This design comes from an exercise in tuning for small area, a short achievable clock period and few clock cycles on the open sky130 flow, not from production work.
Only simulation tests tie the RTL to the original design; equivalence was not proved.
Power is estimated from default activity; no workload was simulated.

[flow/design.v]
module crc16_step (
    input  wire [15:0] crc_in,
    input  wire [7:0]  data,
    output reg  [15:0] crc_out
);
    integer k;
    always @(*) begin
        crc_out = crc_in ^ {data, 8'h00};
        for (k = 0; k < 8; k = k + 1)
            crc_out = crc_out[15] ? ({crc_out[14:0], 1'b0} ^ 16'h1021)
                                  : {crc_out[14:0], 1'b0};
    end
endmodule
module nabu_engine (
    input  wire        clk,
    input  wire        rst,
    input  wire        rx_valid,
    output wire        rx_ready,
    input  wire [7:0]  rx_data,
    output wire        tx_valid,
    input  wire        tx_ready,
    output wire [7:0]  tx_data,
    output wire        st_req_valid,
    input  wire        st_req_ready,
    output wire [23:0] st_seg,
    output wire [7:0]  st_pkt,
    input  wire        st_rsp_valid,
    output wire        st_rsp_ready,
    input  wire [1:0]  st_rsp_kind,
    input  wire [15:0] st_rsp_len,
    input  wire [15:0] st_rsp_offset,
    input  wire        st_rsp_last,
    input  wire        st_dat_valid,
    output wire        st_dat_ready,
    input  wire [7:0]  st_dat,
    input  wire [7:0]  tod_wd,
    input  wire [7:0]  tod_mo,
    input  wire [7:0]  tod_dd,
    input  wire [7:0]  tod_hh,
    input  wire [7:0]  tod_mi,
    input  wire [7:0]  tod_ss
);
    localparam [2:0] C_NONE = 3'd0,      
                     C_A    = 3'd1,      
                     C_82   = 3'd2,
                     C_83   = 3'd3,
                     C_1E   = 3'd4,
                     C_05   = 3'd5,
                     C_84   = 3'd6;
    localparam [2:0] A_1006 = 3'd0,
                     A_E4   = 3'd2,
                     A_91   = 3'd3,
                     A_1F   = 3'd4,
                     A_10E1 = 3'd5,
                     A_90   = 3'd7;
    function [1:0] mod3;     
        input [5:0] v;
        begin
            case (v)
            6'd0: mod3 = 2'd0;
            6'd1: mod3 = 2'd1;
            6'd2: mod3 = 2'd2;
            6'd3: mod3 = 2'd0;
            6'd4: mod3 = 2'd1;
            6'd5: mod3 = 2'd2;
            6'd6: mod3 = 2'd0;
            6'd7: mod3 = 2'd1;
            6'd8: mod3 = 2'd2;
            6'd9: mod3 = 2'd0;
            6'd10: mod3 = 2'd1;
            6'd11: mod3 = 2'd2;
            6'd12: mod3 = 2'd0;
            6'd13: mod3 = 2'd1;
            6'd14: mod3 = 2'd2;
            6'd15: mod3 = 2'd0;
            6'd16: mod3 = 2'd1;
            6'd17: mod3 = 2'd2;
            6'd18: mod3 = 2'd0;
            6'd19: mod3 = 2'd1;
            6'd20: mod3 = 2'd2;
            6'd21: mod3 = 2'd0;
            6'd22: mod3 = 2'd1;
            6'd23: mod3 = 2'd2;
            6'd24: mod3 = 2'd0;
            6'd25: mod3 = 2'd1;
            6'd26: mod3 = 2'd2;
            6'd27: mod3 = 2'd0;
            6'd28: mod3 = 2'd1;
            6'd29: mod3 = 2'd2;
            6'd30: mod3 = 2'd0;
            6'd31: mod3 = 2'd1;
            6'd32: mod3 = 2'd2;
            6'd33: mod3 = 2'd0;
            6'd34: mod3 = 2'd1;
            6'd35: mod3 = 2'd2;
            6'd36: mod3 = 2'd0;
            6'd37: mod3 = 2'd1;
            6'd38: mod3 = 2'd2;
            6'd39: mod3 = 2'd0;
            6'd40: mod3 = 2'd1;
            6'd41: mod3 = 2'd2;
            6'd42: mod3 = 2'd0;
            6'd43: mod3 = 2'd1;
            6'd44: mod3 = 2'd2;
            6'd45: mod3 = 2'd0;
            6'd46: mod3 = 2'd1;
            6'd47: mod3 = 2'd2;
            6'd48: mod3 = 2'd0;
            6'd49: mod3 = 2'd1;
            6'd50: mod3 = 2'd2;
            6'd51: mod3 = 2'd0;
            6'd52: mod3 = 2'd1;
            6'd53: mod3 = 2'd2;
            6'd54: mod3 = 2'd0;
            6'd55: mod3 = 2'd1;
            6'd56: mod3 = 2'd2;
            6'd57: mod3 = 2'd0;
            6'd58: mod3 = 2'd1;
            6'd59: mod3 = 2'd2;
            6'd60: mod3 = 2'd0;
            6'd61: mod3 = 2'd1;
            6'd62: mod3 = 2'd2;
            6'd63: mod3 = 2'd0;
            default: mod3 = 2'd0;
            endcase
        end
    endfunction
    reg         m_rx, m_ack, m_lkr, m_hdr, m_pay, m_crch, m_crcl;
    reg         rx_rdy;          
    reg         req_v;           
    reg         dat_rdy;         
    reg         q_v;
    reg  [7:0]  q;
    reg  [2:0]  q_cls;           
    reg         q_known;         
    reg         q_10, q_06, q_7f, q_00, q_ff;
    reg  [2:0]  cls;
    reg         f_idle;                  
    reg         f_a1, f_a2;              
    reg         f_b1;                    
    reg         f_r1, f_r2, f_r3, f_r4;  
    reg         f_r5, f_r6, f_r7, f_r8;  
    reg         f_lk;                    
    reg         ffff;                    
    reg  [2:0]  aptr;            
    reg  [1:0]  acnt;            
    reg         alk;             
    reg  [7:0]  r0, r1, r2, r3, r4, r5;
    reg         ld_last;
    reg         ld_time;
    reg         ld_framed;
    reg  [15:0] cnt;             
    reg  [4:0]  idx;             
    reg  [15:0] crc;
    reg         s_valid, s_esc, s_abs;
    reg  [7:0]  s_data;
    reg         o_valid, o_esc, o_dup, o_abs;
    reg  [7:0]  o_data;
    reg [7:0] ack_byte;
    always @(*) begin
        case (aptr)
        3'd0: ack_byte = 8'h10;
        3'd1: ack_byte = 8'h06;
        3'd2: ack_byte = 8'hE4;
        3'd3: ack_byte = 8'h91;
        3'd4: ack_byte = 8'h1F;
        3'd5: ack_byte = 8'h10;
        3'd6: ack_byte = 8'hE1;
        default: ack_byte = 8'h90;
        endcase
    end
    wire [7:0] ptype = ld_last ? 8'h30 : (r0 == 8'h00) ? 8'hA1 : 8'h20;
    reg  [7:0] hdr_const;
    reg        v_r0, v_rot, v_pt;
    always @(*) begin
        hdr_const = 8'h00;
        v_r0  = 1'b0;
        v_rot = 1'b0;
        v_pt  = 1'b0;
        if (ld_time) begin
            case (idx)
            5'd0, 5'd5, 5'd9:             hdr_const = 8'h7F;
            5'd1, 5'd2, 5'd6, 5'd7, 5'd8: hdr_const = 8'hFF;
            5'd10:                        hdr_const = 8'h80;
            5'd11:                        hdr_const = 8'h30;
            5'd16, 5'd17:                 hdr_const = 8'h02;
            5'd19:                        hdr_const = 8'h54;
            5'd18, 5'd20, 5'd21, 5'd22, 5'd23, 5'd24: begin v_r0 = 1'b1; v_rot = 1'b1; end
            default: ;
            endcase
        end else begin
            case (idx[3:0])
            4'd0, 4'd1, 4'd2, 4'd12, 4'd14, 4'd15: begin v_r0 = 1'b1; v_rot = 1'b1; end
            4'd3:             v_r0 = 1'b1;
            4'd4:             hdr_const = 8'h01;
            4'd5, 4'd9:       hdr_const = 8'h7F;
            4'd6, 4'd7, 4'd8: hdr_const = 8'hFF;
            4'd10:            hdr_const = 8'h80;
            4'd11:            v_pt = 1'b1;
            default: ;
            endcase
        end
    end
    wire [7:0] hdr_byte = hdr_const | ({8{v_r0}} & r0) | ({8{v_pt}} & ptype);
    wire       hdr_last = ld_time ? (idx == 5'd26) : (idx[3:0] == 4'd15);
    wire [7:0] cur = ({8{m_ack}}  & ack_byte)   |
                     ({8{m_hdr}}  & hdr_byte)   |
                     ({8{m_pay}}  & st_dat)     |
                     ({8{m_crch}} & ~crc[15:8]) |
                     ({8{m_crcl}} & ~crc[7:0]);
    wire cur_abs = m_hdr | m_pay;
    wire cur_esc = m_hdr | m_pay | m_crch | m_crcl;
    wire take = st_dat_valid & dat_rdy;
    wire have = m_ack | m_hdr | (m_pay & take) | (m_crch & ~o_abs) | m_crcl;
    wire push = have & ~s_valid;
    wire cnt_one  = (cnt == 16'd1);
    wire cnt_zero = (cnt == 16'd0);
    wire ack_last = m_ack & push & (acnt == 2'd0);
    wire proc     = q_v & (m_rx | (ack_last & ~alk));
    wire [2:0] eff = q_known ? q_cls : cls;
    wire sel_a  = f_idle & (eff == C_A);
    wire sel_82 = f_idle & (eff == C_82);
    wire sel_83 = f_idle & (eff == C_83);
    wire sel_1e = f_idle & (eff == C_1E);
    wire sel_05 = f_idle & (eff == C_05);
    wire sel_84 = f_idle & (eff == C_84);
    wire r4_time = f_r4 & q_7f & ffff;
    wire r4_rst  = f_r4 & ~r4_time &
                   ((q_00 & (r1 == 8'h00) & (r2 == 8'h83)) | (r3 == 8'h83));
    wire r4_look = f_r4 & ~r4_time & ~r4_rst;
    wire send    = f_r8 & q_06;
    wire ack_1006   = sel_a | sel_82 | sel_84;                   
    wire ack_1006e4 = sel_83 | (f_r7 & ~q_10);                   
    wire ack_10e1   = sel_1e;                                    
    wire ack_e4     = sel_05 | f_a2 | r4_rst | r4_look;          
    wire ack_e491   = r4_time;                                   
    wire ack_1f     = f_b1;                                      
    wire ack_go     = ack_1006 | ack_1006e4 | ack_10e1 | ack_e4 | ack_e491 | ack_1f;
    wire [2:0] n_aptr = (ack_1006 | ack_1006e4) ? A_1006 :
                        ack_10e1 ? A_10E1 :
                        ack_1f   ? A_1F   : A_E4;
    wire [1:0] n_acnt = (ack_1006e4 | ack_1f) ? 2'd2 :
                        (ack_1006 | ack_10e1 | ack_e491) ? 2'd1 : 2'd0;
    wire st_hdr   = send & ~ld_framed;
    wire st_pay   = send & ld_framed & ~cnt_zero;
    wire st_close = send & ld_framed & cnt_zero;
    wire rx_fire = rx_valid & rx_rdy;
    wire p4      = f_r4 & ffff & ~q_v;
    wire tod_cap = rx_fire & p4;
    wire tod_all = tod_cap & (rx_data == 8'h7F);
    wire o_stall   = o_esc & ~o_dup & (o_data == 8'h10);
    wire o_free    = ~o_valid | (tx_ready & ~o_stall);
    wire s_valid_n = o_free ? 1'b0 : (s_valid | push);
    wire [15:0] crc_nx;
    crc16_step u_crc (
        .crc_in  (crc),
        .data    (o_data),
        .crc_out (crc_nx)
    );
    wire rsp_fire = m_lkr & st_rsp_valid;
    wire rsp_nf   = rsp_fire & (st_rsp_kind == 2'd0);
    wire rsp_ab   = rsp_fire & (st_rsp_kind == 2'd3);
    wire rsp_fd   = rsp_fire & (st_rsp_kind[0] ^ st_rsp_kind[1]);
    wire hdr_done = m_hdr & push & hdr_last;
    wire pay_done = m_pay & push & cnt_one;
    wire close_go = (pay_done & ld_framed) | (m_crcl & push);
    wire p_ack = proc & (ack_go | st_close);
    wire p_hdr = proc & st_hdr;
    wire p_pay = proc & st_pay;
    wire p_rx  = proc & ~(ack_go | send);
    wire n_m_rx   = p_rx | (m_rx & ~proc) | (ack_last & ~alk & ~proc) | rsp_ab;
    wire n_m_ack  = p_ack | (m_ack & ~ack_last) | (rsp_fire & ~rsp_ab) | close_go;
    wire n_m_lkr  = (m_lkr & ~st_rsp_valid) | (ack_last & alk);
    wire n_m_hdr  = p_hdr | (m_hdr & ~hdr_done);
    wire n_m_pay  = p_pay | (m_pay & ~pay_done) |
                    (hdr_done & ~ld_time & ~cnt_zero);
    wire n_m_crch = (m_crch & ~push) | (pay_done & ~ld_framed) |
                    (hdr_done & (ld_time | cnt_zero));
    wire n_m_crcl = (m_crcl & ~push) | (m_crch & push);
    wire q_v_n = rx_fire | (q_v & ~proc);
    wire rx_rdy_n = ~q_v_n | (n_m_rx & ~(f_r2 | f_r3));
    always @(posedge clk) begin
        if (rst) begin
            m_rx    <= 1'b1;
            m_ack   <= 1'b0;
            m_lkr   <= 1'b0;
            m_hdr   <= 1'b0;
            m_pay   <= 1'b0;
            m_crch  <= 1'b0;
            m_crcl  <= 1'b0;
            rx_rdy  <= 1'b0;
            req_v   <= 1'b0;
            dat_rdy <= 1'b0;
            q_v     <= 1'b0;
            cls     <= C_NONE;
            f_idle  <= 1'b1;
            f_a1    <= 1'b0;
            f_a2    <= 1'b0;
            f_b1    <= 1'b0;
            f_r1    <= 1'b0;
            f_r2    <= 1'b0;
            f_r3    <= 1'b0;
            f_r4    <= 1'b0;
            f_r5    <= 1'b0;
            f_r6    <= 1'b0;
            f_r7    <= 1'b0;
            f_r8    <= 1'b0;
            f_lk    <= 1'b0;
            s_valid <= 1'b0;
            o_valid <= 1'b0;
            o_esc   <= 1'b0;
            o_dup   <= 1'b0;
            o_abs   <= 1'b0;
        end else begin
            m_rx    <= n_m_rx;
            m_ack   <= n_m_ack;
            m_lkr   <= n_m_lkr;
            m_hdr   <= n_m_hdr;
            m_pay   <= n_m_pay;
            m_crch  <= n_m_crch;
            m_crcl  <= n_m_crcl;
            rx_rdy  <= rx_rdy_n;
            dat_rdy <= n_m_pay & ~s_valid_n;
            q_v     <= q_v_n;
            if (proc) begin
                if (f_idle) cls <= eff;
                f_idle <= ~(sel_a | sel_82 | sel_84 | f_a1 | f_r1 | f_r2 | f_r3 |
                            r4_time | r4_look | (f_r5 & q_10) | (f_r7 & q_10));
                f_a1   <= sel_a;
                f_a2   <= f_a1;
                f_b1   <= sel_82;
                f_r1   <= sel_84;
                f_r2   <= f_r1;
                f_r3   <= f_r2;
                f_r4   <= f_r3;
                f_r5   <= 1'b0;
                f_r6   <= f_r5 & q_10;
                f_r7   <= r4_time;
                f_r8   <= f_r7 & q_10;
                f_lk   <= r4_look;
            end else if (rsp_fire) begin
                f_lk   <= 1'b0;
                f_idle <= rsp_ab;
                f_r5   <= rsp_nf;
                f_r7   <= rsp_fd;
            end
            if (proc & r4_look)
                req_v <= 1'b1;
            else if (st_req_ready)
                req_v <= 1'b0;
            if (o_free) begin
                o_dup <= 1'b0;
                if (s_valid) begin
                    o_valid <= 1'b1;
                    o_data  <= s_data;
                    o_esc   <= s_esc;
                    o_abs   <= s_abs;
                end else if (push) begin
                    o_valid <= 1'b1;
                    o_data  <= cur;
                    o_esc   <= cur_esc;
                    o_abs   <= cur_abs;
                end else begin
                    o_valid <= 1'b0;
                    o_abs   <= 1'b0;
                end
            end else begin
                o_abs <= 1'b0;
                if (tx_ready)
                    o_dup <= 1'b1;
            end
            s_valid <= s_valid_n;
        end
    end
    always @(posedge clk) begin
        if (rx_fire) begin
            q       <= rx_data;
            q_known <= 1'b1;
            case (rx_data)
            8'h85, 8'h81: q_cls <= C_A;
            8'h82:        q_cls <= C_82;
            8'h83:        q_cls <= C_83;
            8'h1E:        q_cls <= C_1E;
            8'h05:        q_cls <= C_05;
            8'h84:        q_cls <= C_84;
            8'h0F:        q_cls <= C_NONE;
            default: begin q_cls <= C_NONE; q_known <= 1'b0; end
            endcase
            q_10 <= (rx_data == 8'h10);
            q_06 <= (rx_data == 8'h06);
            q_7f <= (rx_data == 8'h7F);
            q_00 <= (rx_data == 8'h00);
            q_ff <= (rx_data == 8'hFF);
        end
        if (!o_free && push) begin
            s_data <= cur;
            s_esc  <= cur_esc;
            s_abs  <= cur_abs;
        end
        if (proc) begin
            aptr <= st_close ? A_10E1 : n_aptr;
            acnt <= st_close ? 2'd1 : n_acnt;
            alk  <= r4_look;
        end else if (rsp_fire) begin
            aptr <= rsp_nf ? A_90 : A_91;
            acnt <= 2'd0;
            alk  <= 1'b0;
        end else if (close_go) begin
            aptr <= A_10E1;
            acnt <= 2'd1;
        end else if (m_ack & push) begin
            aptr <= aptr + 3'd1;
            acnt <= acnt - 2'd1;
        end
        if (tod_cap) begin
            if (tod_all) begin
                r0 <= tod_wd;
                r1 <= tod_mo;
                r2 <= tod_dd;
                r3 <= {4'h0, mod3(tod_hh[7:2]), tod_hh[1:0]};
            end
            r4 <= tod_mi;
            r5 <= tod_ss;
        end else if (rsp_fire) begin
            r4 <= st_rsp_offset[15:8];
            r5 <= st_rsp_offset[7:0];
        end else if (m_hdr & push & v_rot) begin
            r0 <= r1;
            r1 <= r2;
            r2 <= r3;
            r3 <= r4;
            r4 <= r5;
            r5 <= r0;
        end else if (proc) begin
            if (f_r1) r3 <= q;
            if (f_r2) r2 <= q;
            if (f_r3) r1 <= q;
            if (f_r4 & ~r4_time) r0 <= q;
        end
        if (proc & f_r3)
            ffff <= q_ff & (r2 == 8'hFF);
        if (proc & r4_time) begin
            ld_time   <= 1'b1;
            ld_framed <= 1'b0;
        end else if (rsp_fire) begin
            ld_last   <= st_rsp_last;
            ld_time   <= 1'b0;
            ld_framed <= (st_rsp_kind == 2'd1);
        end
        if (rsp_fire)
            cnt <= st_rsp_len;
        else if (m_pay & push)
            cnt <= cnt - 16'd1;
        if (proc)
            idx <= 5'd0;
        else if (m_hdr & push)
            idx <= idx + 5'd1;
        if (proc)
            crc <= 16'hFFFF;
        else if (o_abs)
            crc <= crc_nx;
    end
    assign rx_ready     = rx_rdy;
    assign tx_valid     = o_valid;
    assign tx_data      = o_data;
    assign st_req_valid = req_v;
    assign st_seg       = {r0, r1, r2};
    assign st_pkt       = r3;
    assign st_rsp_ready = m_lkr;
    assign st_dat_ready = dat_rdy;
endmodule
[flow/flow/run.sh]
#!/bin/bash
# The standard layout, with the port buffers made of buf_2 cells instead of
# the cell buffer_ports picks by default. The output of the whole run goes to
# standard.log in the folder this runs in.
export BUFFER_PORTS_ARGS="-buffer_cell sky130_fd_sc_hd__buf_2"
bash standard.sh > standard.log 2>&1
[flow/standard.sh]
#!/bin/bash
# synth_recipe.tcl (not shown) runs the flow's synth.tcl, then flattens the netlist and writes it again
# the make line also repeats each setting of config.mk as NAME=value (left out here)
make -C /OpenROAD-flow-scripts/flow DESIGN_CONFIG=/design/flow/config.mk WORK_HOME=/design/flow/orfs CLKGATE_MAP_FILE= SYNTH_SCRIPT=/design/flow/synth_recipe.tcl "${@:-finish}"
[flow/config.mk]
export PLATFORM = sky130hd
export DESIGN_NAME = nabu_engine
export DESIGN_NICKNAME = nabu_engine
export VERILOG_FILES = /design/flow/design.v
export SDC_FILE = /design/flow/constraint.sdc
export NUM_CORES = 4
export LEC_CHECK = 0
export CAP_MARGIN = 20
export CORE_MARGIN = 2
export CORE_UTILIZATION = 40
export CTS_BUF_LIST = sky130_fd_sc_hd__clkbuf_8
export SETUP_SLACK_MARGIN = 2.4
export SLEW_MARGIN = 20
[flow/constraint.sdc]
create_clock -name core_clock -period 5.0 [get_ports {clk}]
set_input_delay 1.0000 -clock core_clock [delete_from_list [all_inputs] [get_ports {clk}]]
set_output_delay 1.0000 -clock core_clock [all_outputs]
set_load 0.01 [all_outputs]
==> summary.txt, run 1 <==
Max-Cap Viols 0; post-synthesis register bit count 173; clk root buf clkbuf_8; CTS H-tree depth 4; Layout Nets 1,210; synth top area cells edfxtp_1, dfxtp_1, nand2_1, a21oi_1, nor2_1; Crit-path slowest cell o21ai_4; port bufs 150; Yosys top cell area share 0.354; Starting Density 0.405; PwrDens 267 nW/um2; worst skew pair latency 470 ps; R2R Setup Slk 2540 ps; sequential element share of the synthesized area 0.499; EDFF count, synth 107; initial antenna violation count 2; Avg Inst Size Synth 9.49 um2; CP Max Fanout 31; commonest non-fill, non-tap cell in the layout nand2_1; CP startpoint kind register; DP Cell Count 1,345; ys flop type edfxtp_1; Die ar. 23,900 um2; Min-Delay Path Class register to register; antenna-violating nets left 0; Slew @ Worst Pin 912 ps; first-pass GRT wire length 37,500 um; crit path kind register to register; Most Frequent Cell on Critical Path nor2_1; Post-Route Setup TNS 0 ps; outcome no timing/DRC/antenna violations; most frequent cells in the layout nand2_1, buf_2, edfxtp_1; clock sink count 173; post-route setup slack 2540 ps; Die X 155 um; gr usage total 0.201; CP peak stage delay 720 ps; Max VDD drop 0.166 mV; endpoints failing hold 0; Final Non-Filler Cells 1,384; Slew Viols, Final 0; syn nets 1,083; final setup violation count 0; fin crit period 2460 ps; Via Count 7,532; RSZ-0062 raised after global routing no; cell taking the most area after synthesis edfxtp_1; highest clock rate 407 MHz; critical path required time 5180 ps; critical path arrival 2640 ps; Remaining Overflow, GRT 0; Via density 5.44; CP cell instances buf_4 > and4bb_2 > o21ai_4 > nor2_1 > nor2_1; DR iter-0 viols 492; DR WL/cell 17.4 um; Worst setup EP type register; drt pass-1 iters 5; Synth Cell Area 9080 um2; DPL Wire Length 17,800 um; CTS tree done; die height 155 um; vias in the first global route 7,011; Num CTS Buffers 17; Final Total Pwr 2.83 mW; Cell variety after synth 77; relative slew slack 0.390; Post-Route WL 24,100 um; layout cells sized above 1 0.213; fin crit share 0.492; Area Overhead vs Synth 16.7%; Worst-path clk slew 100 ps; row count 55; largest net degree at the start of global routing 51; Post-Syn Instances 957; routability cong. 0.891; asr flop ratio synth 0; DP Worst Slack 1770 ps; io pins 151; Core Box Area 22,400 um2; cell leakage power 3.96 nW; clock buffer depth 2; skew final 22.7 ps; DRC 0; CTS Hold Buffers Added 0; YS warnings 2
state kept, by name (all words and copies together), names as in the netlist, 2 cells and up, named ones only:
name    count
cnt        16
crc        16
o_data      8
q           8
r0          8
r1          8
r2          8
r3          8
r4          8
r5          8
s_data      8
idx         5
aptr        3
cls         3
q_cls       3
acnt        2
stage by stage:
step | utilization | hold slack [ps] | area [um2]
6_report | 0.472 | 465 | 10600
5_1_grt | 0.472 | 513 | 10600
4_1_cts | 0.468 | 467 | 10500
3_5_place_dp | 0.447 | 452 | 10000
3_3_place_gp | 0.447 | 448 | 10000
2_1_floorplan | - | 436 | 9090
power by group:
group	total [mW]	switching, mW	internal, mW
registers	1.56	0.0213	1.54
clock network	1.04	0.606	0.431
logic	0.235	0.135	0.0999
total	2.83	0.763	2.07
worst max-delay path, delay by kind of cell, from the launching register on:
kind,cells,cell delay (ps)
compound gates,1,720
buf+inv,1,280
flops,1,320
simple gates,3,840
synthesized netlist by cell type (15+ instances only):
library cell	count
a21oi_1	71
a31oi_1	22
clkbuf_1	33
dfxtp_1	66
edfxtp_1	107
ha_1	20
inv_1	29
mux2i_1	20
nand2_1	153
nand3_1	15
nor2_1	81
nor2b_1	16
nor3_1	21
o21ai_0	56
xnor2_1	29
routing by layer:
metal,wire (um),global-route usage,vias to the layer above
li1,-,-,3732
met1,11100,0.282,3564
met2,11400,0.323,214
met3,1300,0.0331,22
met4,316,0.0542,0
met5,0,0,-
final cells by class:
class | instances | area, um2
timing repair buffer | 159 | 856
multi-input combinational | 703 | 4300
clock buffer | 17 | 234
tap | 285 | 357
sequential | 173 | 4540
antenna | 2 | 5.00
clock inverter | 15 | 198
inverter | 30 | 113
fill | 2210 | 11800
cell families after synthesis:
| family | count (synthesis) | share of synthesized area |
|---|---|---|
| xor+xnor | 42 | 0.0405 |
| compound gates | 246 | 0.174 |
| flops | 173 | 0.499 |
| fa+ha+maj | 20 | 0.0275 |
| buf+inv | 82 | 0.0369 |
| mux | 30 | 0.0348 |
| simple gates | 364 | 0.187 |
timing repair:
item                       4_1_cts  5_1_grt
gates resized for setup          6        9
setup endpoints to repair       75       97
gates cloned                     0        1
pin swaps                        0        1
setup buffers                    1        3
final timing paths:
check	startpoint	end	cells after the start
hold / removal	f_a2	f_a2	2
setup reg to reg	s_valid	ld_last	5
setup / recovery	s_valid	ld_last	5
hold reg to reg	f_a2	f_a2	2
Testbench counts, summed over its fixed seeds: cycles 192,988.
==> run 2, diff against run 1 <==
--- a/flow/config.mk
+++ b/flow/config.mk
@@ -9,5 +9,4 @@
 export CORE_MARGIN = 2
 export CORE_UTILIZATION = 40
 export CTS_BUF_LIST = sky130_fd_sc_hd__clkbuf_8
-export SETUP_SLACK_MARGIN = 2.4
 export SLEW_MARGIN = 20
==> summary.txt, run 2 <==
outcome no timing/DRC/antenna violations; Min-Delay Path Class register to register; Via density 5.43 (-0.20%); CTS Hold Buffers Added 0 (unchanged); synth top area cells edfxtp_1, dfxtp_1, nand2_1, a21oi_1, nor2_1; drt pass-1 iters 5 (unchanged); layout cells sized above 1 0.199 (-0.0139); CP startpoint kind register; clk root buf clkbuf_8; Die X 155 um (unchanged); Synth Cell Area 9080 um2 (unchanged); CTS tree done; io pins 151 (unchanged); die height 155 um (unchanged); setup bufs post-CTS 0 (-1); clock buffer depth 2 (unchanged); Worst-path clk slew 90 ps (about the same); CP cell instances inv_1 > ha_1 > and4bb_1 > o21a_1 > buf_4 > or2_2 > inv_2 > ha_1 > o211a_1 > a222oi_1; CP startpoint acnt[0]; Top delay family on crit path compound AO/OA/AOI/OAI gates; Area Overhead vs Synth 15.5%; critical path arrival 3430 ps (+790 ps); FILL cells 2,227 (+0.77%); skew final 15.5 ps (-7.17 ps); initial antenna violation count 2 (unchanged); HP Start f_a2; final setup violation count 0 (unchanged); vias in the first global route 7,096 (+1.2%); Worst R2R Start acnt[0]; largest net degree at the start of global routing 66 (+29%); post-route setup slack 1940 ps (-607 ps); DR WL/cell 17.4 um (+0.30%); sequential element share of the synthesized area 0.499 (unchanged); Die ar. 23,900 um2 (unchanged); CP Max Fanout 22 (-29%); fin util 0.468 (-0.00463); Post-Route Setup TNS 0 ps (unchanged); commonest non-fill, non-tap cell in the layout nand2_1; Slew @ Worst Pin 1030 ps (+115 ps); Post-Route WL 24,100 um (about the same); most frequent cells in the layout nand2_1, buf_2, edfxtp_1; highest clock rate 326 MHz (-20%); Max VDD drop 0.150 mV (-9.6%); cell taking the most area after synthesis edfxtp_1; YS warnings 2 (unchanged); first-pass GRT wire length 37,900 um (+0.90%); Starting Density 0.405 (unchanged); relative slew slack 0.315 (-0.0750); syn nets 1,083 (unchanged); PwrDens 277 nW/um2 (+3.9%); Most Frequent Cell on Critical Path ha_1; CTS H-tree depth 4 (unchanged); routability cong. 0.898 (+0.79%); asr flop ratio synth 0 (unchanged); antenna-violating nets left 0 (unchanged); critical path required time 5360 ps (+180 ps); Final Non-Filler Cells 1,380 (-0.29%); port bufs 150 (unchanged); RSZ-0062 raised after global routing no; Core Box Area 22,400 um2 (unchanged); DPL Wire Length 18,100 um (+1.6%); gr usage total 0.203 (+0.00267); post-CTS sizing 0 (-6); Hold WS 466 ps (+1.20 ps); DP Cell Count 1,346 (+0.074%); row count 55 (unchanged); top post-synthesis cells by count nand2_1, edfxtp_1, nor2_1, a21oi_1, dfxtp_1; Placed Area 10,000 um2 (about the same); Yosys top cell area share 0.354 (unchanged); cell leakage power 3.94 nW (-0.55%); fin crit period 3060 ps (+607 ps); Crit-path slowest cell o21a_1; clock sink count 173 (unchanged); endpoints failing hold 0 (unchanged); Layout Cell Area excl Fill 10,500 um2 (-0.98%); Avg Inst Size Synth 9.49 um2 (unchanged); ys flop type edfxtp_1; DR iter-0 viols 625 (+27%); fin crit share 0.613 (+0.121); CP peak stage delay 510 ps (-210 ps); Num CTS Buffers 17 (unchanged); Max-Cap Viols 0 (unchanged); worst skew pair latency 470 ps (about the same); Via Count 7,495 (-0.49%); EDFF count, synth 107 (unchanged); DP Worst Slack 1450 ps (-313 ps); Remaining Overflow, GRT 0 (unchanged); Worst setup EP type register; Layout Nets 1,206 (-0.33%); Post-Syn Instances 957 (unchanged); post-synthesis register bit count 173 (unchanged); most common cell in the synthesized netlist nand2_1; WP buf/inv 3 (+2); Final Total Pwr 2.91 mW (+2.9%); Top Registers cnt x16, crc x16; crit path kind register to register; DRC 0 (unchanged); Slew Viols, Final 0 (unchanged); Cell variety after synth 77 (unchanged)
==> run 2: cell counts after synthesis <==
No cell type changed its count.
==> run 2: power by group <==
part | internal, mW | leakage (nW) | switching (mW)
clock | 0.569 | 0.225 | 0.552
combinational | 0.0984 | 2.20 | 0.135
sequential | 1.54 | 1.51 | 0.0203
==> run 2: final cells by class <==
type,count,area (um2),area share
well taps,285,357,0.0340
flip-flops and latches,173,4530,0.432
repair buffers,156,796,0.0758
diodes,2,5.00,0.000477
clock buffers,18,248,0.0236
clock inverters,14,208,0.0198
multi-input cells,702,4230,0.403
inverters,30,113,0.0107
==> run 2: worst min-delay path, delay by kind of cell, from the launching register on <==
family | cells | cell delay [ps]
flip-flops | 1 | 320
AO/OA/AOI/OAI | 1 | 50
AND/OR/NAND/NOR | 1 | 50
==> run 2: cell families after synthesis <==
group / count (synthesis) / share of synthesized area
flops: 173 / 0.499
fa+ha+maj: 20 / 0.0275
xor+xnor: 42 / 0.0405
compound gates: 246 / 0.174
simple gates: 364 / 0.187
buf+inv: 82 / 0.0369
mux: 30 / 0.0348
==> run 2: worst paths after layout <==
kind / end / cells after the start / slack, ps
worst max-delay path: register / 10 / 1940
worst min-delay path: f_a2 / 2 / 470
worst max register to register: register / 10 / 1940
worst min register to register: f_a2 / 2 / 470
==> run 2: metal layers <==
metal  GRT usage  vias up  routed length [um]
met5           0        -                   0
li1            -     3718                   -
met3      0.0333       38                1350
met1       0.284     3501               10900
met4      0.0661        0                 561
met2       0.324      238               11300
==> run 3, diff against run 2 <==
--- a/flow/config.mk
+++ b/flow/config.mk
@@ -9,4 +9,5 @@
 export CORE_MARGIN = 2
 export CORE_UTILIZATION = 40
 export CTS_BUF_LIST = sky130_fd_sc_hd__clkbuf_8
+export SETUP_SLACK_MARGIN = 2.8
 export SLEW_MARGIN = 20
==> summary.txt, run 3 <==
Min-Delay Path Class register to register; crit path kind register to register; initial antenna violation count 0 (-2); cell leakage power 4.14 nW (+5.1%); outcome no timing/DRC/antenna violations; routability cong. 0.856 (-4.7%); Cell variety after synth 77 (unchanged); Yosys top cell area share 0.354 (unchanged); clock buffer depth 2 (unchanged); met3 GRT Util 0.0364 (+0.00308); synth top area cells edfxtp_1, dfxtp_1, nand2_1, a21oi_1, nor2_1; DR iter-0 viols 573 (-8.3%); final setup violation count 0 (unchanged); most common cell in the synthesized netlist nand2_1; DP Cell Count 1,347 (+0.074%); Int Power 2.07 mW (-6.2%); main combinational cell family by area after synthesis simple AND/OR/NAND/NOR gates; vias in the first global route 7,213 (+1.6%); Net Sw Frac 0.265 (+0.0216); Avg Inst Size Synth 9.49 um2 (unchanged); io pins 151 (unchanged); Synth Area in Adders 0.0275 (unchanged); post-synthesis compound-gate area fraction 0.174 (unchanged); NetSw 0.743 mW (+5.1%); Die ar. 23,900 um2 (unchanged); met2 Use GR 0.332 (+0.00787); layout cells sized above 1 0.264 (+0.0641); clock sink count 173 (unchanged); drt pass-1 iters 5 (unchanged); Comb pwr share 0.096 (+0.016); CTS tree done; Area Overhead vs Synth 21.4%; YS warnings 2 (unchanged); Layout Nets 1,240 (+2.8%); Slew @ Worst Pin 749 ps (-277 ps); gr usage total 0.208 (+0.00486); fin crit share 0.447 (-0.166); die height 155 um (unchanged); cell taking the most area after synthesis edfxtp_1; highest clock rate 448 MHz (+37%); first-pass GRT wire length 39,100 um (+3.2%); Die X 155 um (unchanged); syn nets 1,083 (unchanged); post-synthesis simple-gate area fraction 0.187 (unchanged); fin crit period 2230 ps (-831 ps); Sequential Area 4550 um2 (+0.30%); FILL cells 2,136 (-4.1%); Post-Route Setup TNS 0 ps (unchanged); Starting Density 0.405 (unchanged); asr flop ratio synth 0 (unchanged); area of the multi-input gates 4480 um2 (+5.8%); critical path arrival 2570 ps (-860 ps); Post-Route WL 25,300 um (+5.1%); GRT Max-Usage Layer met2; skew final 21.1 ps (+5.53 ps); met1 GRT Util 0.291 (+0.00740); Remaining Overflow, GRT 0 (unchanged); relative slew slack 0.500 (+0.185); sequential element share of the synthesized area 0.499 (unchanged); PwrDens 255 nW/um2 (-8.2%); clock share of power 0.350 (-0.035); Top Registers cnt x16, crc x16; DR WL/cell 17.9 um (+2.7%); EDFF count, synth 107 (unchanged); Core Box Area 22,400 um2 (unchanged); top post-synthesis cells by count nand2_1, edfxtp_1, nor2_1, a21oi_1, dfxtp_1; critical path required time 5340 ps (-20 ps); worst skew pair latency 470 ps (about the same); CTS H-tree depth 4 (unchanged); Slew Viols, Final 0 (unchanged); Via Count 7,775 (+3.7%); ANT cells 0 (-2); row count 55 (unchanged); Num CTS Buffers 17 (unchanged); Flop pwr share 0.554 (+0.019); clk root buf clkbuf_8; DRC 0 (unchanged); CP startpoint kind register; multiplexer share of the synthesized area 0.0348 (unchanged); Post-Syn Instances 957 (unchanged); CP Max Fanout 18 (-18%); Max VDD drop 0.144 mV (-3.8%); Worst-path clk slew 100 ps (about the same); post-synthesis register bit count 173 (unchanged); Final Non-Filler Cells 1,412 (+2.3%); endpoints failing hold 0 (unchanged); Max-Cap Viols 0 (unchanged); RSZ-0062 raised after global routing yes; port bufs 150 (unchanged); DPL Wire Length 18,500 um (+2.0%); Synth Cell Area 9080 um2 (unchanged); ys flop type edfxtp_1; Via density 5.51 (+1.4%); CTS Hold Buffers Added 0 (unchanged); most frequent cells in the layout nand2_1, buf_2, edfxtp_1; antenna-violating nets left 0 (unchanged); post-synthesis xor/xnor area fraction 0.0405 (unchanged); largest net degree at the start of global routing 49 (-26%); Worst setup EP type register
[run 3: per-layer routing]
layer	wire, um	part of all wire
met5	0	0
met4	502	0.020
met3	1280	0.050
met2	12000	0.47
met1	11500	0.46
[run 3: final cells by class]
class                           count  area share
Inverter                           30      0.0104
Timing Repair Buffer              189       0.104
Multi-Input combinational cell    703       0.406
Clock inverter                     15      0.0138
Sequential cell                   173       0.412
Tap cell                          285      0.0323
Clock buffer                       17      0.0212
[run 3: final timing paths]
kind | depth (start not counted) | endpoint | slack, ps | startpoint
worst max-delay path | 8 | register | 2770 | s_valid
worst min-delay path | 2 | f_a2 | 460 | f_a2
worst max register to register | 8 | register | 2770 | s_valid
worst min register to register | 2 | f_a2 | 460 | f_a2
[run 3: power groups by stage]
stage                     combinational, mW  sequential (mW)  clock (mW)
after detailed placement              0.239             1.59           0
after global placement                0.238             1.59           0
final                                 0.269             1.56       0.984
after CTS                             0.251             1.56        1.00
after global routing                  0.297             1.56        1.06
after floorplan                       0.152             1.58           0
[run 3: cells by family after synthesis]
logic type	after synthesis
AND/OR/NAND/NOR	364
AO/OA/AOI/OAI	246
buffers and inverters	82
multiplexers	30
adder cells (fa/ha/maj)	20
flip-flops	173
XOR/XNOR	42
[run 3: through the flow]
step	util	instance area (um2)	total power, mW	setup slack, ps	hold WS [ps]
3_5_place_dp	0.450	10100	1.83	1990	451
5_1_grt	0.492	11000	2.92	2700	489
4_1_cts	0.476	10700	2.81	2640	464
6_report	0.492	11000	2.81	2770	463
3_3_place_gp	0.450	10100	1.83	2030	449
2_1_floorplan	-	9230	1.73	2790	436
[run 3: worst max-delay path, stage by stage, from the launching register on]
cell	delay (ps)
dfxtp_4	400
buf_8	170
nand2b_2	280
a21oi_4	270
nor2_4	90
buf_12	130
ha_4	160
o211a_1	230
a222oi_1	350
[run 3: timing repair]
action,4_1_cts,5_1_grt
resized for setup,23,39
setup buffers,12,19
endpoints found under the setup margin,151,91
pin swaps,4,16
cloned,0,2
==> run 4, diff against run 3 <==
--- a/flow/config.mk
+++ b/flow/config.mk
@@ -5,6 +5,7 @@
 export SDC_FILE = /design/flow/constraint.sdc
 export NUM_CORES = 4
 export LEC_CHECK = 0
+export ABC_AREA = 1
 export CAP_MARGIN = 20
 export CORE_MARGIN = 2
 export CORE_UTILIZATION = 40
==> summary.txt, run 4 <==
CP startpoint kind input pin; Endpoint, Worst Hold crc[9]; Worst setup EP type register; Max-Cap Viols 0 (unchanged); syn nets 1,216 (+12%); Remaining Overflow, GRT 0 (unchanged); Slew @ Worst Pin 890 ps (+141 ps); Layout Nets 1,389 (+12%); asr flop ratio synth 0 (unchanged); R2R Setup Slk 2930 ps (+160 ps); post-synthesis simple-gate area fraction 0.253 (+0.0657); relative slew slack 0.407 (-0.0935); HP Start crc[1]; cell taking the most area after synthesis edfxtp_1; met2 Use GR 0.350 (+0.0189); main combinational cell family by area after synthesis simple AND/OR/NAND/NOR gates; Placed Area 10,200 um2 (+0.47%); antenna-violating nets left 0 (unchanged); Hold Crit Depth 1 (-1); skew final 22.0 ps (+0.987 ps); fin crit share 0.434 (-0.0125); GRT Max-Usage Layer met2; commonest non-fill, non-tap cell in the layout nand2_1; Hold WS 466 ps (+3.21 ps); critical path arrival 2320 ps (-250 ps); post-route setup slack 2830 ps (+62.3 ps); Layout Cell Area excl Fill 11,000 um2 (-0.27%); clk root buf clkbuf_8; ys flop type edfxtp_1; CP cell instances buf_6 > nand2_4 > clkinvlp_4 > nand4_1 > buf_12 > nand2_8 > inv_8 > a21oi_4 > o21ai_4 > a21oi_4; cell leakage power 4.73 nW (+14%); Max VDD drop 0.136 mV (-5.4%); Via Count 7,993 (+2.8%); ANT cells 0 (unchanged); clock buffer depth 2 (unchanged); Avg Inst Size Synth 8.24 um2 (-13%); fin util 0.501 (+0.00928); Starting Density 0.409 (+0.00410); outcome no timing/DRC/antenna violations; DRC 0 (unchanged); Slew Viols, Final 0 (unchanged); post-synthesis xor/xnor area fraction 0.0252 (-0.0153); clock sink count 173 (unchanged); top post-synthesis cells by count nand2_1, nor2_1, inv_1, edfxtp_1, a21oi_1; post-synthesis register bit count 173 (unchanged); met1 GRT Util 0.298 (+0.00654); CP Max Fanout 8 (-10); Area Overhead vs Synth 22.5%; drt pass-1 iters 5 (unchanged); critical path required time 5150 ps (-190 ps); final setup violation count 0 (unchanged); Num CTS Buffers 17 (unchanged); Die ar. 23,700 um2 (-1.1%); post-synthesis compound-gate area fraction 0.119 (-0.0553); fin crit period 2170 ps (-62.3 ps); DR iter-0 viols 523 (-8.7%); CTS H-tree depth 4 (unchanged); DP Cell Count 1,493 (+11%); Top Registers cnt x16, crc x16; Cell variety after synth 46 (-40%); multiplexer share of the synthesized area 0 (-0.0348); Crit-path slowest cell a21oi_4; crit path kind input pin to register; most frequent cells in the layout nand2_1, buf_2, inv_1, nor2_1, edfxtp_1; Synth Area in Adders 0.0279 (+0.000315); Via density 5.14 (-6.7%); Post-Syn Instances 1,090 (+14%); most common cell in the synthesized netlist nand2_1; endpoints failing hold 0 (unchanged); Worst-path clk slew 90 ps (about the same); row count 54 (-1.8%); PwrDens 315 nW/um2 (+24%); highest clock rate 460 MHz (+2.9%); synth top area cells edfxtp_1, dfxtp_1, nand2_1, nor2_1, inv_1; layout cells sized above 1 0.242 (-0.0214); Post-Route Setup TNS 0 ps (unchanged); DP Worst Slack 1530 ps (-460 ps); Yosys top cell area share 0.358 (+0.00404); Final Non-Filler Cells 1,556 (+10%); Synth Cell Area 8980 um2 (-1.1%); largest net degree at the start of global routing 25 (-49%); Min-Delay Path Class register to register; CTS tree done; DR WL/cell 16.5 um (-8.0%); YS warnings 2 (unchanged); initial antenna violation count 0 (unchanged); met3 GRT Util 0.0400 (+0.00360); port bufs 150 (unchanged); Worst R2R Start o_abs; worst skew pair latency 480 ps (about the same); Post-Route WL 25,600 um (+1.4%); Die X 154 um (-0.55%); sequential element share of the synthesized area 0.505 (+0.00570); Core Box Area 22,000 um2 (-2.1%); Final Total Pwr 3.46 mW (+23%); R2R Path End cnt[0]; cell count of the worst reg-to-reg path 5 (-3); DPL Wire Length 18,600 um (+0.91%); routability cong. 0.908 (+6.1%); EDFF count, synth 107 (unchanged); gr usage total 0.218 (+0.00977); die height 154 um (-0.55%); Most Frequent Cell on Critical Path a21oi_4; RSZ-0062 raised after global routing yes; first-pass GRT wire length 40,300 um (+3.1%); io pins 151 (unchanged); CP peak stage delay 270 ps (-130 ps); vias in the first global route 7,497 (+3.9%)
==> run 4: cell count changes after synthesis, sizes merged, moves of 16 or more <==
cell    change
clkbuf     -19
xnor2      -19
mux2i      -20
nor2b      -16
inv        +96
nor2       +42
o211ai     +17
nand3      +39
nand2     +150
==> run 4: kinds of logic (layout without fill, tap and decap cells) <==
family	Yosys count	after routing
buf+inv	158	343
compound gates	184	184
simple gates	530	531
xor+xnor	25	25
flops	173	173
fa+ha+maj	20	20
==> run 4: repair_timing <==
action | 4_1_cts | 5_1_grt
pin swaps | 7 | 6
resized for setup | 36 | 20
gates cloned | 4 | 0
hold buffers | 0 | 0
buffers inserted | 15 | 12
endpoints found under the setup margin | 159 | 94
==> run 4: final cells by class <==
type,count,area (um2)
inverters,127,542
fillers,2122,11000
clock buffers,17,234
clock inverters,15,134
flip-flops and latches,173,4550
repair buffers,182,1070
multi-input cells,760,4100
repair inverters,2,16.3
well taps,280,350
==> run 4: how the worst max path moves through the flow <==
stage,endpoint,from,cells past startpoint
after global routing,r0[6],rx_valid,10
after global placement,r3[2],rx_valid,9
final,r0[5],rx_valid,10
after CTS,tx_data[2],o_data[2],1
after detailed placement,r3[1],rx_valid,9
after floorplan,r0[0],rx_valid,8
==> run 4: critical path: cells and delay by family <==
kind	cells	cell delay, ps
buf+inv	4	420
simple gates	3	340
compound gates	3	530
==> run 4: per-layer routing <==
layer / vias up / routed length, um
li1: 3983 / -
met1: 3688 / 11500
met2: 280 / 12000
met3: 42 / 1470
met4: 0 / 628
met5: - / 0
==> run 4: where the power goes <==
group	switching [mW]	internal [mW]	leakage [nW]	total, mW
logic	0.468	0.278	3.02	0.746
clock network	0.558	0.403	0.195	0.960
registers	0.106	1.65	1.52	1.76
total	1.13	2.33	4.73	3.46
==> run 5, diff against run 4 <==
--- a/flow/config.mk
+++ b/flow/config.mk
@@ -10,5 +10,5 @@
 export CORE_MARGIN = 2
 export CORE_UTILIZATION = 40
 export CTS_BUF_LIST = sky130_fd_sc_hd__clkbuf_8
-export SETUP_SLACK_MARGIN = 2.8
+export SETUP_SLACK_MARGIN = 3.0
 export SLEW_MARGIN = 20
==> summary.txt, run 5 <==
outcome no timing/DRC/antenna violations; FILL cells 1,967 (-7.3%); vias in the first global route 8,105 (+8.1%); EDFF count, synth 107 (unchanged); CP cell instances buf_2; first-pass GRT wire length 42,700 um (+5.9%); main combinational cell family by area after synthesis simple AND/OR/NAND/NOR gates; DP Worst Slack 1310 ps (-222 ps); initial antenna violation count 0 (unchanged); post-route setup slack 2860 ps (+34.3 ps); CTS tree done; commonest non-fill, non-tap cell in the layout nand2_1; Synth Area in Adders 0.0279 (unchanged); Max VDD drop 0.148 mV (+8.2%); drt pass-1 iters 6 (+1); ANT cells 0 (unchanged); crit path kind register to output port; synth top area cells edfxtp_1, dfxtp_1, nand2_1, nor2_1, inv_1; CTS H-tree depth 4 (unchanged); fin crit period 2140 ps (-34.3 ps); critical path required time 4000 ps (-1150 ps); WP buf/inv 1 (-3); Avg Inst Size Synth 8.24 um2 (unchanged); fin crit share 0.427 (-0.00686); Area Overhead vs Synth 34.9%; routability cong. 0.857 (-5.6%); post-synthesis compound-gate area fraction 0.119 (unchanged); Top Registers cnt x16, crc x16; ys flop type edfxtp_1; PwrDens 292 nW/um2 (-7.3%); Post-Route WL 28,200 um (+10%); CP peak stage delay 480 ps (+210 ps); Die X 154 um (unchanged); Post-Route Setup TNS 0 ps (unchanged); Slew Viols, Final 0 (unchanged); antenna-violating nets left 0 (unchanged); Via Count 8,542 (+6.9%); relative slew slack 0.542 (+0.135); most frequent cells in the layout nand2_1, buf_2, edfxtp_1; Layout Cell Area excl Fill 12,100 um2 (+10%); clock sink count 173 (unchanged); Synth Cell Area 8980 um2 (unchanged); DR WL/cell 17.1 um (+4.0%); die height 154 um (unchanged); worst skew pair latency 480 ps (about the same); critical path arrival 1140 ps (-1180 ps); Via density 5.19 (+1.0%); post-synthesis xor/xnor area fraction 0.0252 (unchanged); Top delay family on crit path flip-flops; DRC 0 (unchanged); multiplexer share of the synthesized area 0 (unchanged); clock buffer depth 2 (unchanged); Core Box Area 22,000 um2 (unchanged); DPL Wire Length 18,900 um (+1.2%); YS warnings 2 (unchanged); gr usage total 0.231 (+0.0134); fin util 0.552 (+0.0509); CTS Hold Buffers Added 0 (unchanged); Final Total Pwr 3.54 mW (+2.2%); Layout Nets 1,479 (+6.5%); Post-Syn Instances 1,090 (unchanged); top post-synthesis cells by count nand2_1, nor2_1, inv_1, edfxtp_1, a21oi_1; Yosys top cell area share 0.358 (unchanged); clk root buf clkbuf_8; Slew @ Worst Pin 681 ps (-209 ps); Min-Delay Path Class register to register; DR iter-0 viols 679 (+30%); endpoints failing hold 0 (unchanged); final setup violation count 0 (unchanged); post-synthesis register bit count 173 (unchanged); port bufs 150 (unchanged); CP Max Fanout 3 (-5); highest clock rate 468 MHz (+1.6%); Max-Cap Viols 0 (unchanged); Num CTS Buffers 17 (unchanged); Final Non-Filler Cells 1,646 (+5.8%); Die ar. 23,700 um2 (unchanged); row count 54 (unchanged); RSZ-0062 raised after global routing yes; most common cell in the synthesized netlist nand2_1; post-synthesis simple-gate area fraction 0.253 (unchanged); layout cells sized above 1 0.334 (+0.0917); sequential element share of the synthesized area 0.505 (unchanged); Remaining Overflow, GRT 0 (unchanged); Cell variety after synth 46 (unchanged); asr flop ratio synth 0 (unchanged); Worst-path clk slew 110 ps (+20 ps); cell taking the most area after synthesis edfxtp_1; Placed Area 10,200 um2 (+0.46%); Worst setup EP type output port; CP startpoint kind register; skew final 31.9 ps (+9.83 ps); Starting Density 0.409 (unchanged); largest net degree at the start of global routing 27 (+8.0%); syn nets 1,216 (unchanged); io pins 151 (unchanged); cell leakage power 5.24 nW (+11%); DP Cell Count 1,493 (unchanged); Crit-path slowest cell edfxtp_1; Hold WS 468 ps (+1.88 ps)
-- run 5: cell counts after synthesis --
No cell type changed its count.
-- run 5: metal layers --
layer / vias up / track usage / part of all wire
li1: 4180 / - / -
met1: 3982 / 0.309 / 0.43
met2: 304 / 0.386 / 0.48
met3: 76 / 0.0327 / 0.054
met4: 0 / 0.0828 / 0.035
met5: - / 0 / 0
-- run 5: layout make-up --
| cell class | instances | area [um2] | area share |
|---|---|---|---|
| flip-flops and latches | 173 | 4560 | 0.376 |
| multi-input cells | 760 | 4340 | 0.358 |
| repair buffers | 272 | 1930 | 0.159 |
| inverters | 127 | 556 | 0.0458 |
| well taps | 280 | 350 | 0.0289 |
| clock buffers | 18 | 248 | 0.0204 |
| clock inverters | 14 | 126 | 0.0104 |
| repair inverters | 2 | 12.5 | 0.00103 |
-- run 5: kinds of logic after synthesis --
logic type | after synthesis
AOI/OAI and AO/OA | 184
xor gates and xnor gates | 25
adders and majority gates | 20
buffers and inverters | 158
DFF | 173
and+or+nand+nor | 530
-- run 5: report_power, final --
group | switching, mW | total [mW] | internal, mW | leakage (nW)
Combinational | 0.518 | 0.844 | 0.326 | 3.52
Sequential | 0.0922 | 1.74 | 1.65 | 1.52
Clock | 0.577 | 0.953 | 0.376 | 0.191
-- run 5: final timing paths --
check | end | depth (start not counted) | slack [ps] | from
max | tx_data[5] | 1 | 2860 | o_data[5]
min | f_a2 | 2 | 470 | f_a2
max reg2reg | r3[6] | 9 | 2930 | m_hdr
min reg2reg | f_a2 | 2 | 470 | f_a2
-- run 5: repair_timing --
action	CTS	global route
resized for setup	74	92
pin swaps	15	33
buffers inserted	77	39
gates cloned	4	1
endpoints found under the setup margin	239	157
==> run 6, diff against run 5 <==
--- a/flow/config.mk
+++ b/flow/config.mk
@@ -5,10 +5,9 @@
 export SDC_FILE = /design/flow/constraint.sdc
 export NUM_CORES = 4
 export LEC_CHECK = 0
-export ABC_AREA = 1
 export CAP_MARGIN = 20
 export CORE_MARGIN = 2
 export CORE_UTILIZATION = 40
 export CTS_BUF_LIST = sky130_fd_sc_hd__clkbuf_8
-export SETUP_SLACK_MARGIN = 3.0
+export SETUP_SLACK_MARGIN = 3.1
 export SLEW_MARGIN = 20
==> summary.txt, run 6 <==
Via density 5.57 (+7.3%); ANT cells 0 (unchanged); post-synthesis register bit count 173 (unchanged); GRT Max-Usage Layer met2; CTS Hold Buffers Added 0 (unchanged); drt pass-1 iters 7 (+1); ys flop type edfxtp_1; port bufs 150 (unchanged); vias in the first global route 7,804 (-3.7%); relative slew slack 0.490 (-0.0513); Die ar. 23,900 um2 (+1.1%); final setup violation count 0 (unchanged); most common cell in the synthesized netlist nand2_1; gr usage total 0.226 (-0.00525); top post-synthesis cells by count nand2_1, edfxtp_1, nor2_1, a21oi_1, dfxtp_1; endpoints failing hold 0 (unchanged); Top Registers cnt x16, crc x16; fin crit share 0.434 (+0.00624); worst skew pair latency 490 ps (about the same); Slew @ Worst Pin 765 ps (+83.2 ps); cell leakage power 4.82 nW (-7.9%); Via Count 8,405 (-1.6%); Num CTS Buffers 17 (unchanged); met3 GRT Util 0.0387 (+0.00597); YS warnings 2 (unchanged); Final Total Pwr 2.97 mW (-16%); Max-Cap Viols 0 (unchanged); critical path arrival 2560 ps (+1420 ps); outcome no timing/DRC/antenna violations; Avg Inst Size Synth 9.49 um2 (+15%); R2R Setup Slk 2830 ps (-100 ps); Remaining Overflow, GRT 0 (unchanged); met1 GRT Util 0.295 (-0.0135); Layout Nets 1,338 (-9.5%); io pins 151 (unchanged); cell taking the most area after synthesis edfxtp_1; Core Box Area 22,400 um2 (+2.2%); critical path required time 5390 ps (+1390 ps); CTS H-tree depth 4 (unchanged); clock sink count 173 (unchanged); Yosys top cell area share 0.354 (-0.00404); DRC 0 (unchanged); largest net degree at the start of global routing 66 (+140%); initial antenna violation count 0 (unchanged); RSZ-0062 raised after global routing yes; highest clock rate 461 MHz (-1.4%); DR WL/cell 18.6 um (+8.5%); clock buffer depth 2 (unchanged); PwrDens 234 nW/um2 (-20%); DR iter-0 viols 655 (-3.5%); skew final 26.5 ps (-5.39 ps); antenna-violating nets left 0 (unchanged); DPL Wire Length 18,200 um (-3.4%); Post-Route Setup TNS 0 ps (unchanged); asr flop ratio synth 0 (unchanged); Synth Cell Area 9080 um2 (+1.1%); Die X 155 um (+0.56%); clk root buf clkbuf_8; Slew Viols, Final 0 (unchanged); CP startpoint kind register; EDFF count, synth 107 (unchanged); Post-Syn Instances 957 (-12%); die height 155 um (+0.56%); first-pass GRT wire length 42,000 um (-1.4%); sequential element share of the synthesized area 0.499 (-0.00570); met2 Use GR 0.382 (-0.00409); Post-Route WL 28,100 um (-0.42%); layout cells sized above 1 0.393 (+0.0588); Cell variety after synth 77 (+67%); synth top area cells edfxtp_1, dfxtp_1, nand2_1, a21oi_1, nor2_1; CP Max Fanout 5 (+2); Max VDD drop 0.132 mV (-11%); crit path kind register to register; row count 55 (+1.9%); most frequent cells in the layout nand2_1, buf_2, edfxtp_1; commonest non-fill, non-tap cell in the layout nand2_1; Starting Density 0.405 (-0.00410); Worst setup EP type register; syn nets 1,083 (-11%); routability cong. 0.811 (-5.3%); Worst-path clk slew 110 ps (about the same); Min-Delay Path Class register to register; CTS tree done; Area Overhead vs Synth 39.5%; fin util 0.565 (+0.0128); fin crit period 2170 ps (+31.2 ps)
[run 6: layer usage]
layer | part of all wire | up-vias
li1 | - | 4004
met1 | 0.42 | 3983
met2 | 0.49 | 363
met3 | 0.066 | 55
met4 | 0.023 | 0
met5 | 0 | -
[run 6: worst max-delay path, cell delays in order (launching register included)]
cell	delay, ps
edfxtp_1	360
inv_1	50
ha_2	170
and4bb_4	200
o21a_4	240
or2_4	280
buf_4	140
buf_6	120
ha_4	200
nor2b_1	120
o21ba_2	200
[run 6: area by class of cell]
cell class,count,area (um2)
multi-input cells,708,5140
well taps,285,357
clock inverters,15,198
repair buffers,282,2050
clock buffers,17,234
inverters,30,119
flip-flops and latches,173,4570
fillers,1937,9760
[run 6: path summary, 6_finish.rpt]
kind	startpoint	end	cells past startpoint
setup reg to reg	acnt[0]	register	10
setup / recovery	acnt[0]	register	10
hold reg to reg	f_a2	f_a2	2
hold / removal	f_a2	f_a2	2
[run 6: kinds of logic (layout without fill, tap and decap cells)]
group                    Yosys count  in the layout  share of synthesized area
buffers and inverters             82            344                     0.0369
flip-flops                       173            173                      0.499
adder cells (fa/ha/maj)           20             20                     0.0275
AND/OR/NAND/NOR                  364            369                      0.187
XOR/XNOR                          42             42                     0.0405
multiplexers                      30             30                     0.0348
AO/OA/AOI/OAI                    246            247                      0.174
[run 6: timing repair]
item | in CTS | in global routing
gates cloned | 7 | 3
setup endpoints to repair | 252 | 178
pin swaps | 24 | 40
buffers inserted | 76 | 47
resized for setup | 91 | 84
[run 6: where the power goes]
part	internal (mW)	switching (mW)
Combinational	0.171	0.175
Clock	0.435	0.630
Sequential	1.53	0.0256
[run 6: stage by stage]
step / hold slack, ps / worst slack, ps / instances / area (um2)
after floorplan: 436 / 2790 / 957 / 9560
after global placement: 450 / 2060 / 1345 / 10400
after detailed placement: 461 / 2030 / 1345 / 10400
after CTS: 474 / 2820 / 1460 / 11900
after global routing: 509 / 2740 / 1510 / 12700
final: 480 / 2830 / 1510 / 12700
==> run 7, diff against run 6 <==
--- a/flow/config.mk
+++ b/flow/config.mk
@@ -7,7 +7,7 @@
 export LEC_CHECK = 0
 export CAP_MARGIN = 20
 export CORE_MARGIN = 2
-export CORE_UTILIZATION = 40
+export CORE_UTILIZATION = 65
 export CTS_BUF_LIST = sky130_fd_sc_hd__clkbuf_8
-export SETUP_SLACK_MARGIN = 3.1
+export SETUP_SLACK_MARGIN = 2.8
 export SLEW_MARGIN = 20
==> summary.txt, run 7 <==
asr flop ratio synth 0 (unchanged); Via density 6.17 (+11%); die height 122 um (-21%); CP peak stage delay 380 ps (+20 ps); cell count of the worst reg-to-reg path 9 (-1); skew final 15.5 ps (-11.0 ps); top post-synthesis cells by count nand2_1, edfxtp_1, nor2_1, a21oi_1, dfxtp_1; fin crit share 0.443 (+0.00889); synth top area cells edfxtp_1, dfxtp_1, nand2_1, a21oi_1, nor2_1; Sequential Area 4550 um2 (-0.44%); endpoints failing hold 0 (unchanged); DRC 0 (unchanged); Min-Delay Path Class register to register; RSZ-0062 raised after global routing yes; EDFF count, synth 107 (unchanged); Slew @ Worst Pin 782 ps (+17.5 ps); Max-Cap Viols 0 (unchanged); initial antenna violation count 0 (unchanged); Crit-path slowest cell edfxtp_1; clock buffer depth 2 (unchanged); worst skew pair latency 470 ps (-20 ps); Synth Cell Area 9080 um2 (unchanged); CP startpoint kind register; FILL cells 953 (-51%); Worst-path clk slew 90 ps (-20 ps); most common cell in the synthesized netlist nand2_1; Avg Inst Size Synth 9.49 um2 (unchanged); Yosys top cell area share 0.354 (unchanged); post-route setup slack 2790 ps (-44.4 ps); critical path required time 5370 ps (-20 ps); DP Worst Slack 1950 ps (-75.5 ps); area of the multi-input gates 4480 um2 (-13%); PwrDens 265 nW/um2 (+13%); Post-Route Setup TNS 0 ps (unchanged); Slew Viols, Final 0 (unchanged); most frequent cells in the layout nand2_1, buf_2, edfxtp_1; CP cell instances inv_2 > ha_4 > and4bb_2 > o21a_4 > or2_4 > buf_4 > ha_1 > nor2b_1 > o21ba_2; layout cells sized above 1 0.258 (-0.134); cell leakage power 4.12 nW (-15%); highest clock rate 452 MHz (-2.0%); Die ar. 14,900 um2 (-38%); Via Count 8,015 (-4.6%); Hold Crit Depth 2 (unchanged); CP Max Fanout 7 (+2); Starting Density 0.660 (+0.255); Worst R2R Start acnt[0]; Post-Route WL 24,500 um (-13%); vias in the first global route 7,405 (-5.1%); Post-Syn Instances 957 (unchanged); Area Overhead vs Synth 19.2%; first-pass GRT wire length 37,700 um (-10%); ANT cells 0 (unchanged); gr usage total 0.330 (+0.104); routability cong. 0.884 (+9.0%); outcome no timing/DRC/antenna violations; fin crit period 2210 ps (+44.4 ps); clk root buf clkbuf_8; relative slew slack 0.476 (-0.0145); R2R Setup Slk 2790 ps (-40 ps); Core Box Area 13,800 um2 (-39%); row count 43 (-22%); critical path arrival 2580 ps (+20 ps); sequential element share of the synthesized area 0.499 (unchanged); Endpoint, Worst Hold f_a2; Max VDD drop 0.215 mV (+63%); HP Start f_a2; Worst setup EP type register; Cell variety after synth 77 (unchanged); syn nets 1,083 (unchanged); Layout Nets 1,231 (-8.0%); io pins 151 (unchanged); CTS H-tree depth 4 (unchanged); YS warnings 2 (unchanged); antenna-violating nets left 0 (unchanged); final setup violation count 0 (unchanged); Top Registers cnt x16, crc x16; CP startpoint acnt[0]; Remaining Overflow, GRT 0 (unchanged); DPL Wire Length 17,200 um (-5.8%); drt pass-1 iters 6 (-1); ys flop type edfxtp_1; post-synthesis register bit count 173 (unchanged); cell taking the most area after synthesis edfxtp_1; DR iter-0 viols 760 (+16%); Num CTS Buffers 17 (unchanged); CTS tree done; Die X 122 um (-21%); clock sink count 173 (unchanged); crit path kind register to register; DR WL/cell 18.9 um (+1.5%); port bufs 150 (unchanged); largest net degree at the start of global routing 47 (-29%)
[run 7: cell counts after synthesis]
Identical to the previous run, type by type.
[run 7: cell families after synthesis]
kind of cell    synth area share
flops                      0.499
simple gates               0.187
compound gates             0.174
xor+xnor                  0.0405
buf+inv                   0.0369
mux                       0.0348
fa+ha+maj                 0.0275
[run 7: worst max path at each step]
stage,to,slack [ps]
floorplan,r3[3],2790
global placement,r2[1],2080
detailed placement,r2[6],1950
CTS,st_seg[23],2810
global route,register,2700
finish,register,2790
[run 7: timing repair]
item                                   CTS  global route
pin swaps                                6             7
resized for setup                       31            25
setup endpoints to repair              148            92
cloned                                   2             0
endpoints found under the hold margin    0             0
hold buffers                             0             0
buffers inserted                        12            11
[run 7: through the flow]
step                      power (mW)  instance area (um2)  cells   util  hold WS, ps
final                           2.86                10800   1298  0.786          468
after global routing            2.94                10800   1298  0.786          487
after CTS                       2.84                10600   1287  0.772          467
after detailed placement        1.82                 9970   1241  0.724          455
after global placement          1.82                 9970   1241  0.724          446
after floorplan                 1.73                 9230    957      -          436
[run 7: report_power, final]
group | internal [mW] | leakage [nW] | switching [mW]
clock | 0.523 | 0.214 | 0.523
sequential | 1.53 | 1.52 | 0.0234
combinational | 0.114 | 2.39 | 0.147
total | 2.17 | 4.12 | 0.693
[run 7: worst max-delay path, delay by kind of cell (launching register included)]
| kind | cells | cell delay (ps) |
|---|---|---|
| flip-flops | 1 | 380 |
| adder cells (fa/ha/maj) | 2 | 430 |
| AND/OR/NAND/NOR | 3 | 660 |
| AO/OA/AOI/OAI | 2 | 450 |
| buffers and inverters | 2 | 190 |
[run 7: area by class of cell]
cell class,instances,area share
multi-input combinational,704,0.414
tap,180,0.0208
clock buffer,19,0.0242
clock inverter,13,0.0151
inverter,30,0.0104
timing repair buffer,179,0.0955
sequential,173,0.420
[run 7: metal layers]
layer / vias to the layer above / global-route usage / wire length, um
li1: 3773 / - / -
met1: 3783 / 0.427 / 9820
met2: 387 / 0.550 / 12200
met3: 72 / 0.0558 / 1590
met4: 0 / 0.143 / 917
met5: - / 0 / 0
==> run 8, diff against run 7 <==
--- a/flow/config.mk
+++ b/flow/config.mk
@@ -5,9 +5,10 @@
 export SDC_FILE = /design/flow/constraint.sdc
 export NUM_CORES = 4
 export LEC_CHECK = 0
+export ABC_AREA = 1
 export CAP_MARGIN = 20
 export CORE_MARGIN = 2
 export CORE_UTILIZATION = 65
 export CTS_BUF_LIST = sky130_fd_sc_hd__clkbuf_8
-export SETUP_SLACK_MARGIN = 2.8
+export SETUP_SLACK_MARGIN = 2.9
 export SLEW_MARGIN = 20
==> summary.txt, run 8 <==
outcome no timing/DRC/antenna violations; CP peak stage delay 280 ps (-100 ps); sequential element share of the synthesized area 0.505 (+0.00570); CP startpoint kind input pin; Worst R2R Start q_v; EDFF count, synth 107 (unchanged); Max VDD drop 0.369 mV (+71%); gr usage total 0.370 (+0.0393); Hold Crit Depth 2 (unchanged); DR iter-0 viols 1,325 (+74%); DRC 0 (unchanged); die height 122 um (-0.55%); final setup violation count 0 (unchanged); top post-synthesis cells by count nand2_1, nor2_1, inv_1, edfxtp_1, a21oi_1; Via density 6.03 (-2.4%); Via Count 9,118 (+14%); Cell variety after synth 46 (-40%); drt pass-1 iters 7 (+1); RSZ-0062 raised after global routing yes; row count 42 (-2.3%); ys flop type edfxtp_1; Layout Nets 1,450 (+18%); Die X 122 um (-0.55%); Die ar. 14,800 um2 (-1.1%); DPL Wire Length 17,800 um (+3.5%); most common cell in the synthesized netlist nand2_1; Max-Cap Viols 0 (unchanged); fin crit period 2250 ps (+35.3 ps); vias in the first global route 8,340 (+13%); skew final 12.8 ps (-2.74 ps); most frequent cells in the layout nand2_1, buf_2, edfxtp_1; Final Total Pwr 3.68 mW (+28%); ANT cells 0 (unchanged); Post-Route WL 28,900 um (+18%); CTS tree done; Worst-path clk slew 100 ps (about the same); CTS H-tree depth 4 (unchanged); worst skew pair latency 500 ps (+30 ps); asr flop ratio synth 0 (unchanged); critical path capture point r2[6]; endpoints failing hold 0 (unchanged); DP Cell Count 1,388 (+12%); CP startpoint rx_valid; CP Max Fanout 8 (+1); Top Registers cnt x16, crc x16; initial antenna violation count 0 (unchanged); Slew Viols, Final 0 (unchanged); Yosys top cell area share 0.358 (+0.00404); Starting Density 0.673 (+0.0133); cell leakage power 5.08 nW (+23%); antenna-violating nets left 0 (unchanged); fin crit share 0.450 (+0.00707); Core Box Area 13,300 um2 (-3.1%); highest clock rate 445 MHz (-1.6%); Synth Cell Area 8980 um2 (-1.1%); Slew @ Worst Pin 717 ps (-64.8 ps); Placed Area 10,000 um2 (+0.83%); critical path arrival 2550 ps (-30 ps); clock buffer depth 2 (unchanged); Layout Cell Area excl Fill 11,500 um2 (+6.6%); routability cong. 0.935 (+5.8%); FILL cells 752 (-21%); Worst setup EP type register; synth top area cells edfxtp_1, dfxtp_1, nand2_1, nor2_1, inv_1; Remaining Overflow, GRT 0 (unchanged); cell count of the worst reg-to-reg path 8 (-1); Post-Syn Instances 1,090 (+14%); relative slew slack 0.519 (+0.0434); post-route setup slack 2750 ps (-35.3 ps); Post-Route Setup TNS 0 ps (unchanged); clock sink count 173 (unchanged)
-- run 8: cell types whose count changed in the layout (fill, tap and decap cells not counted), sizes merged, moves of 17 or more --
cell / previous run / this run
xnor2: 29 / 10
nand2: 153 / 304
mux2i: 20 / 0
nand3: 15 / 54
buf: 179 / 241
inv: 32 / 127
nor2: 82 / 123
o211ai: 6 / 23
-- run 8: report_power, final --
part | internal, mW | switching [mW]
Combinational | 0.303 | 0.493
Clock | 0.599 | 0.528
Sequential | 1.65 | 0.102
Total | 2.55 | 1.12
-- run 8: worst min-delay path: cells and delay by family (launching register included) --
kind | cells | cell delay, ps
buf+inv | 1 | 60
flops | 1 | 310
compound gates | 1 | 50
-- run 8: cell families (layout without fill, tap and decap cells) --
logic type / Yosys count / after routing / share of synthesized area
AO/OA/AOI/OAI: 184 / 184 / 0.119
XOR/XNOR: 25 / 25 / 0.0252
adder cells (fa/ha/maj): 20 / 20 / 0.0279
buffers and inverters: 158 / 404 / 0.0706
flip-flops: 173 / 173 / 0.505
AND/OR/NAND/NOR: 530 / 531 / 0.253
-- run 8: worst min-delay path by stage --
| stage | endpoint | slack (ps) | start |
|---|---|---|---|
| floorplan | f_a2 | 430 | f_a2 |
| global placement | f_a2 | 450 | f_a2 |
| detailed placement | req_v | 450 | req_v |
| CTS | f_a2 | 470 | f_a2 |
| global route | f_r5 | 480 | f_r5 |
| finish | f_a2 | 460 | f_a2 |
-- run 8: area by class of cell --
type | instances | area, um2 | share of cell area
clock buffer | 18 | 248 | 0.0215
clock inverter | 14 | 200 | 0.0174
timing repair buffer | 243 | 1560 | 0.135
sequential | 173 | 4550 | 0.394
inverter | 127 | 539 | 0.0467
multi-input combinational | 760 | 4210 | 0.365
tap | 176 | 220 | 0.0191
timing repair inverter | 2 | 16.3 | 0.00141
-- run 8: timing repair --
item | CTS | global route
setup endpoints to repair | 173 | 149
pin swaps | 9 | 19
hold buffers | 0 | 0
cloned | 4 | 0
buffers inserted | 45 | 44
resized for setup | 49 | 44
-- run 8: routing by layer --
| metal | vias to the layer above | global-route usage | routed length (um) |
|---|---|---|---|
| met3 | 165 | 0.0815 | 3170 |
| met1 | 4197 | 0.452 | 10200 |
| met5 | - | 0 | 0 |
| li1 | 4125 | - | - |
| met4 | 0 | 0.190 | 1600 |
| met2 | 631 | 0.617 | 13900 |
-- run 8: metrics by stage --
stage | utilization | hold WS (ps)
2_1_floorplan | - | 430
3_3_place_gp | 0.753 | 452
3_5_place_dp | 0.753 | 453
4_1_cts | 0.830 | 467
5_1_grt | 0.864 | 482
6_report | 0.864 | 462
